What follows belongs to an exercise in optimizing a design on an open flow for small area, a short achievable clock period and few clock cycles; a production flow would make more cautious choices. Only simulation tests tie the RTL to the original design; equivalence was not proved. Power and IR drop assume default switching activity.

lane 1:
==> flow/design.v (excerpt) <==
module sdseq (
    input             clk,
    input             rst,           
    input             op_valid,
    output            op_ready,
    input      [7:0]  op_code,
    input      [63:0] op_arg,
    output reg        rsp_valid,
    output reg [3:0]  rsp_err,
    output     [63:0] rsp_data,
    output reg        cmd_valid,
    output     [24:0] cmd_word,
    input             eng_done,
    output     [14:0] sdcr1,
    output     [14:0] sdcr2,
    output     [27:0] sdtr1,
    output     [27:0] sdtr2,
    output     [24:5] sdcmr,
    output     [13:1] sdrtr,
    output reg        busy,            
    output reg        clk_gate,
    output reg        handle_valid,
    output reg        handle_bank,
    output reg [2:0]  phase1,
    output reg [2:0]  phase2,
    output reg [1:0]  delay_ok,
    output reg        refresh_programmed,
    output     [1:0]  ready
);
For scale: about 1900 cells after synthesis, about 310 I/O pins, ~0.018 mm^2 of cells after synthesis.
clock: 10.0 ns
lec_check: 0
cap_margin: 20
core_margin: 2
core_utilization: 40
setup_slack_margin: 5
slew_margin: 20
standard.sh (not shown) runs the stock make flow with config.mk's settings and CLKGATE_MAP_FILE= SYNTH_SCRIPT=/design/flow/synth_recipe.tcl, a recipe that flattens the netlist after the stock synthesis.
==> flow/flow/run.sh <==
#!/bin/bash
set -euo pipefail
bash standard.sh "BUFFER_PORTS_ARGS=-buffer_cell sky130_fd_sc_hd__buf_1" SETUP_SLACK_MARGIN=5.5 finish > standard_flow.log 2>&1
Lane 1: all stages complete, timing, DRC and antenna checks passed
Testbench counts of lane 1, summed over its fixed seeds: cycles 14,549.
The inputs of lane 2 differ from those of lane 1 as listed below.
- ABC_AREA: unset -> 1
==> flow/flow/run.sh <==
#!/bin/bash
set -euo pipefail
bash standard.sh "BUFFER_PORTS_ARGS=-buffer_cell sky130_fd_sc_hd__buf_1" SETUP_SLACK_MARGIN=6.5 finish > standard_flow.log 2>&1
--- outcome ---
Comparing lane 2 and lane 1, the higher hold slack was measured on lane 2. Die area in lane 2 vs lane 1: up about 3.3%. Going from lane 1 to lane 2, footprint of the multi-input gates shows an increase of 980 um^2, total of clock buffers placed in the layout shows a reduction of 2, tap cell count shows an increase of 1.4%. Minimum clock period after layout for lane 2 is lower than for lane 1. Row data arrival time of the worst path: lane 2 lower / lane 1 higher. Lane 2 gives more post-synthesis instance area than lane 1 did. Taking lane 1 as the reference point, the source-to-sink clock delay at the later pin of the worst-skew pair of lane 2 falls by 0.02 ns.
The following lists how lane 3 was set up differently from lane 2:
==> flow/flow/run.sh <==
#!/bin/bash
set -euo pipefail
bash standard.sh "BUFFER_PORTS_ARGS=-buffer_cell sky130_fd_sc_hd__buf_1" SETUP_SLACK_MARGIN=6 finish > standard_flow.log 2>&1
A standard cell with the maximum stage delay on the critical path of sky130_fd_sc_hd__clkinvlp_4 is what lane 2 shows, while sky130_fd_sc_hd__dfxtp_1 belongs to lane 3.
In lane 3, the via count came out 1083 below the value in lane 2.
Diff lane 2 -> lane 3: power dissipated by switching net loads went down by about 8%; detailed-route wire length went down by 6.3 mm.
Looking at total power across both flows, lane 3 is the stronger of the two, with lane 2 trailing.
Number of multi-input combinational cells in the layout of lane 3 falls short of that of lane 2 slightly.
Sequential portion of the cell area (higher): lane 3
[lane 3] post-route met1 wirelength fell 1.5 mm relative to lane 2
Both conditions hold for lane 3: the flow ran to the end and the final layout passed the timing, design-rule and antenna checks.
Edits applied to the flow inputs when going from lane 3 to lane 4:
- a deleted ABC_AREA that had been 1
==> flow/flow/run.sh <==
#!/bin/bash
set -euo pipefail
bash standard.sh "BUFFER_PORTS_ARGS=-buffer_cell sky130_fd_sc_hd__buf_1" SETUP_SLACK_MARGIN=5.75 finish > standard_flow.log 2>&1
==> comparison <==
Delta(number of gates resized after CTS, lane 4 - lane 3) > 0
Min number of cells on the critical path across lane 3 and lane 4: lane 3
For lane 4, the standard cell with the maximum stage delay on the critical path was sky130_fd_sc_hd__edfxtp_1, unlike lane 3, where it was sky130_fd_sc_hd__dfxtp_1.
Between lane 4 and lane 3, it is lane 4 whose final worst setup slack is lower, by 0.29 ns.
Looking at lane 3 and lane 4, the clock power is a wash.
The higher part of the power in registers came out of lane 3.
From lane 3 to lane 4 the numbers moved as follows: count of clock-net buffers in the final layout grew by about 25%, final period demand of the worst path picked up an extra 0.29 ns, ratio of cells with drive above 1 in the final layout picked up an extra 3.7 points, count of fill cells added during filler insertion shows a reduction of about 4%.
Of lane 4 and lane 3, it is lane 4 that has the lower hold slack.

* * *

Setup of try-delta:
sdseq again, from the RTL that the note above started with.
Design sdseq, start of the top module:
module sdseq (
    input             clk,
    input             rst,           
    input             op_valid,
    output            op_ready,
    input      [7:0]  op_code,
    input      [63:0] op_arg,
    output reg        rsp_valid,
    output reg [3:0]  rsp_err,
    output     [63:0] rsp_data,
    output reg        cmd_valid,
    output     [24:0] cmd_word,
    input             eng_done,
    output     [14:0] sdcr1,
    output     [14:0] sdcr2,
    output     [27:0] sdtr1,
    output     [27:0] sdtr2,
    output     [24:5] sdcmr,
    output     [13:1] sdrtr,
    output reg        busy,            
    output reg        clk_gate,
    output reg        handle_valid,
    output reg        handle_bank,
    output reg [2:0]  phase1,
    output reg [2:0]  phase2,
    output reg [1:0]  delay_ok,
    output reg        refresh_programmed,
    output     [1:0]  ready
);
export LEC_CHECK = 0
export CAP_MARGIN = 20
export CORE_MARGIN = 2
export CORE_UTILIZATION = 40
export SETUP_SLACK_MARGIN = 5
export SLEW_MARGIN = 20
create_clock -name core_clock -period 10.0 [get_ports {clk}]
==> flow/flow/run.sh <==
#!/bin/bash
set -euo pipefail
bash standard.sh "BUFFER_PORTS_ARGS=-buffer_cell sky130_fd_sc_hd__buf_1" SETUP_SLACK_MARGIN=6.5 finish > standard_flow.log 2>&1
Testbench counts of try-delta, summed over its fixed seeds: cycles 14,549.
The following lists how try-violet was set up differently from try-delta:
- putting ABC_AREA at 1 where nothing was set
==> flow/flow/run.sh <==
#!/bin/bash
set -euo pipefail
bash standard.sh "BUFFER_PORTS_ARGS=-buffer_cell sky130_fd_sc_hd__buf_1" SETUP_SLACK_MARGIN=5.75 finish > standard_flow.log 2>&1
Results
try-violet reached the end of the flow, and the finished layout is clean on the timing, design-rule and antenna checks.
Across both runs, mux share of post-synthesis cell area was lower for try-violet than for try-delta.
NOTE routed length on met2 try-delta->try-violet decreased by more than 10%
try-violet vs. try-delta: source-to-sink clock delay at the later pin of the worst-skew pair did not really move, wire length of the first global-routing pass dropped 7.6%.
Portion of the layout cell area used by non-clock buffers delta for try-violet relative to try-delta: 8.4 points lower
Compared with try-delta, in try-violet combinational share of power saw a decrease, worst setup slack fell 0.079 ns, final cell count saw an increase.
Of try-delta and try-violet, the run reporting the lower post-synthesis simple-gate area fraction was try-delta.
try-violet: sequential cell area share higher than try-delta
Modified inputs, try-pepper compared to try-violet
- ABC_AREA no longer set, was 1
==> flow/flow/run.sh <==
#!/bin/bash
# The standard layout (standard.sh), with the ports buffered by the
# smallest buffer cell (sky130_fd_sc_hd__buf_1) instead of the default delay
# buffer; the resizer still upsizes any that timing or slew needs.
set -euo pipefail
bash standard.sh "BUFFER_PORTS_ARGS=-buffer_cell sky130_fd_sc_hd__buf_1" finish > standard_flow.log 2>&1
[summary]
Going from try-violet to try-pepper, total chip power went up, power density over the cells increased by 10 mW/mm^2 relative to the old numbers, fmax fell by about 16%, relative contribution of sequential cells to total power decreased 0.8 points. From try-violet to try-pepper the numbers moved as follows: overall routed net length lower; hold slack saw a decrease.
Modified inputs, try-juniper compared to try-pepper
==> flow/flow/run.sh <==
#!/bin/bash
set -euo pipefail
bash standard.sh "BUFFER_PORTS_ARGS=-buffer_cell sky130_fd_sc_hd__buf_1" SETUP_SLACK_MARGIN=6 finish > standard_flow.log 2>&1
Notes after the runs:
- try-juniper reached the end of the flow, and the finished layout is clean on the timing, design-rule and antenna checks.
- met1 routing resource usage after global routing came out higher on try-juniper than on try-pepper.
- In the reports for try-pepper and try-juniper, the larger final design area excluding fillers belongs to try-juniper.
- Between try-pepper and try-juniper, the difference in hold slack is negligible.
- Wire length of the first global-routing pass | try-juniper above try-pepper
Changes in try-lagoon relative to try-juniper:
- putting ABC_AREA at 1 where nothing was set
==> flow/flow/run.sh <==
#!/bin/bash
# The standard layout (standard.sh), with the ports buffered by the
# smallest buffer cell (sky130_fd_sc_hd__buf_1) instead of the default delay
# buffer; the resizer still upsizes any that timing or slew needs.
set -euo pipefail
bash standard.sh "BUFFER_PORTS_ARGS=-buffer_cell sky130_fd_sc_hd__buf_1" finish > standard_flow.log 2>&1
==> run notes <==
try-lagoon has clock insertion delay at the later pin of the skew report below what try-juniper had. Wire length in try-lagoon vs try-juniper: down 4.0 mm. Critical path depth: try-lagoon vs try-juniper down 2.

* * *

Another version of the RTL of sdseq (not shown whole).
Size: roughly 1900 cells after synthesis, ~240 flip-flops, about 310 I/O pins.
## sdseq
module sdseq (
    input             clk,
    input             rst,           
    input             op_valid,
    output            op_ready,
    input      [7:0]  op_code,
    input      [63:0] op_arg,
    output reg        rsp_valid,
    output reg [3:0]  rsp_err,
    output     [63:0] rsp_data,
    output reg        cmd_valid,
    output     [24:0] cmd_word,
    input             eng_done,
    output     [14:0] sdcr1,
    output     [14:0] sdcr2,
    output     [27:0] sdtr1,
    output     [27:0] sdtr2,
    output     [24:5] sdcmr,
    output     [13:1] sdrtr,
    output reg        busy,            
    output reg        clk_gate,
    output reg        handle_valid,
    output reg        handle_bank,
    output reg [2:0]  phase1,
    output reg [2:0]  phase2,
    output reg [1:0]  delay_ok,
    output reg        refresh_programmed,
    output     [1:0]  ready
);
    localparam OP_MAKE_CONFIG   = 8'h10;
    localparam OP_CONFIGURE     = 8'h11;
    localparam OP_SEND_COMMAND  = 8'h20;
    localparam OP_SET_WP        = 8'h21;
    localparam OP_SET_NRFS      = 8'h22;
    localparam OP_SET_REFRESH   = 8'h23;
    localparam OP_WP            = 8'h24;
    localparam OP_BANK          = 8'h25;
    localparam OP_DELAY         = 8'h26;
    localparam OP_MEMORY_VIEW   = 8'h30;
    localparam E_OK     = 4'd0;
    localparam E_TZERO  = 4'd5;
    localparam E_RANGE  = 4'd6;
    localparam E_UNAVL  = 4'd7;
    localparam E_NOHND  = 4'd8;
    localparam E_ESZERO = 4'd9;
    localparam E_REFUSE = 4'd15;
    localparam PH_POWERUP   = 3'd0;
    localparam PH_CLKEN     = 3'd1;
    localparam PH_PRECHG    = 3'd2;
    localparam PH_REFRESHED = 3'd3;
    localparam PH_MODELOAD  = 3'd4;
    localparam PH_VIOLATED  = 3'd5;
    localparam M_CLKEN = 3'd1;
    localparam M_PALL  = 3'd2;
    localparam M_AREF  = 3'd3;
    localparam M_LMR   = 3'd4;
    reg [14:0] cr1, cr2;
    reg [27:0] tr1, tr2;
    reg [3:0]  cmr_nrfs;
    reg [15:0] cmr_mrd;
    reg [12:0] rtr_count;
    reg [4:0]  cmd_lo;           
    reg [31:0] rsp_lo;
    reg        rsp_view;         
    reg        div_run;          
    reg        div_setup;        
    reg [31:0] div_rem;          
    reg [32:0] div_den;          
    reg [3:0]  div_cnt;          
    assign op_ready = !busy && !div_run;
    wire   accept   = op_valid && op_ready;
    assign sdcr1 = cr1;
    assign sdcr2 = cr2;
  ...
Settings: LEC_CHECK=0, CAP_MARGIN=20, CORE_MARGIN=2, CORE_UTILIZATION=40, SETUP_SLACK_MARGIN=5, SLEW_MARGIN=20, TNS_END_PERCENT=10; clock period 10.0 ns.
==> flow/flow/run.sh <==
#!/bin/bash
# The standard layout (standard.sh), with the ports buffered by the
# smallest buffer cell (sky130_fd_sc_hd__buf_1) instead of the default delay
# buffer; the resizer still upsizes any that timing or slew needs.
set -euo pipefail
bash standard.sh "BUFFER_PORTS_ARGS=-buffer_cell sky130_fd_sc_hd__buf_1" finish > standard_flow.log 2>&1
Testbench counts at the start, summed over its fixed seeds: cycles 14,549.
Next try:
ABC_AREA = 1   (was default)
TNS_END_PERCENT = default   (was 10)
Utilization goes down by 0.53 points.
Total power grows by 8.2%.
Clock-buffer cell count came out lower by 8.
Critical path depth climbs by 1.
First-iteration DRC count fell by 1.7%.
Hold slack improved by 0.020 ns.
Via count rises by 9.6%.
Next try:
ABC_AREA = default   (was 1)
After rerunning: The changed run finished clean; routed wire length is lower by 5.0%; total power is lower by 7.5%; setup slack got worse by 0.15 ns; clock-buffer cell count is higher by 8; via count is lower by 8.4%; clock skew hardly moves; cell count is lower by 12%.
Next try:
CTS_BUF_LIST = sky130_fd_sc_hd__clkbuf_4 sky130_fd_sc_hd__clkbuf_8   (was default)
Outcome:
- fmax goes down by a few percent
- routed wire length goes up slightly
- total power goes down slightly
- sequential cell count stays the same
- utilization barely changes
- worst setup slack loses 0.11 ns

## static timing again, ports no longer ideal
In the flow no input, the clock included, has a driving cell. The finished layouts below were timed again as built, in two steps.
Step 1 assumes that a clkbuf_16 drives the clock port and a buf_2 every other input.
Step 2, shift: input delay + t, output delay - t, t = (earliest + latest rising clock arrival at the registers) / 2. This alone moves slack from input paths to output paths.
Three values: ideal ports, drivers, drivers and shift; two values: the first two.
| run | shift t [ns] | setup slack, ns | hold slack, ns | worst slew at a driven data input, ns |
|---|---|---|---|---|
| lane 1 | 0.637 | 5.626 / 5.661 / 5.024 | 0.450 / 0.450 / 0.450 | 0.07 |
| lane 2 | 0.629 | 6.463 / 6.481 / 5.863 | 0.454 / 0.454 / 0.454 | 0.09 |
| lane 3 | 0.631 | 6.082 / 6.022 / 5.545 | 0.460 / 0.460 / 0.460 | 0.08 |
| lane 4 | 0.633 | 5.791 / 5.791 / 5.216 | 0.452 / 0.452 / 0.452 | 0.05 |
| try-delta | 0.645 | 6.031 / 6.037 / 5.393 | 0.465 / 0.465 / 0.465 | 0.11 |
| try-violet | 0.628 | 5.953 / 5.986 / 5.362 | 0.460 / 0.460 / 0.460 | 0.08 |
| try-pepper | 0.613 | 5.206 / 5.148 / 4.663 | 0.454 / 0.454 / 0.454 | 0.10 |
| try-juniper | 0.653 | 5.867 / 5.867 / 5.360 | 0.454 / 0.454 / 0.454 | 0.13 |
| try-lagoon | 0.616 | 5.310 / 5.310 / 4.984 | 0.459 / 0.459 / 0.459 | 0.06 |
| the first run of note 3 | 0.621 | 5.228 / 5.258 / 4.637 | 0.457 / 0.457 / 0.457 | 0.07 |
| the second run of note 3 | 0.634 | 5.357 / 5.390 / 4.756 | 0.477 / 0.477 / 0.477 | 0.06 |
| the third run of note 3 | 0.621 | 5.212 / 5.241 / 4.620 | 0.457 / 0.457 / 0.457 | 0.07 |
| the fourth run of note 3 | 0.675 | 5.101 / 5.101 / 4.609 | 0.456 / 0.456 / 0.456 | 0.07 |
After both steps every run listed still meets setup and hold. The setup slack of try-delta, which loses most, moves by +0.006 ns with the drivers and by -0.638 ns with both steps.
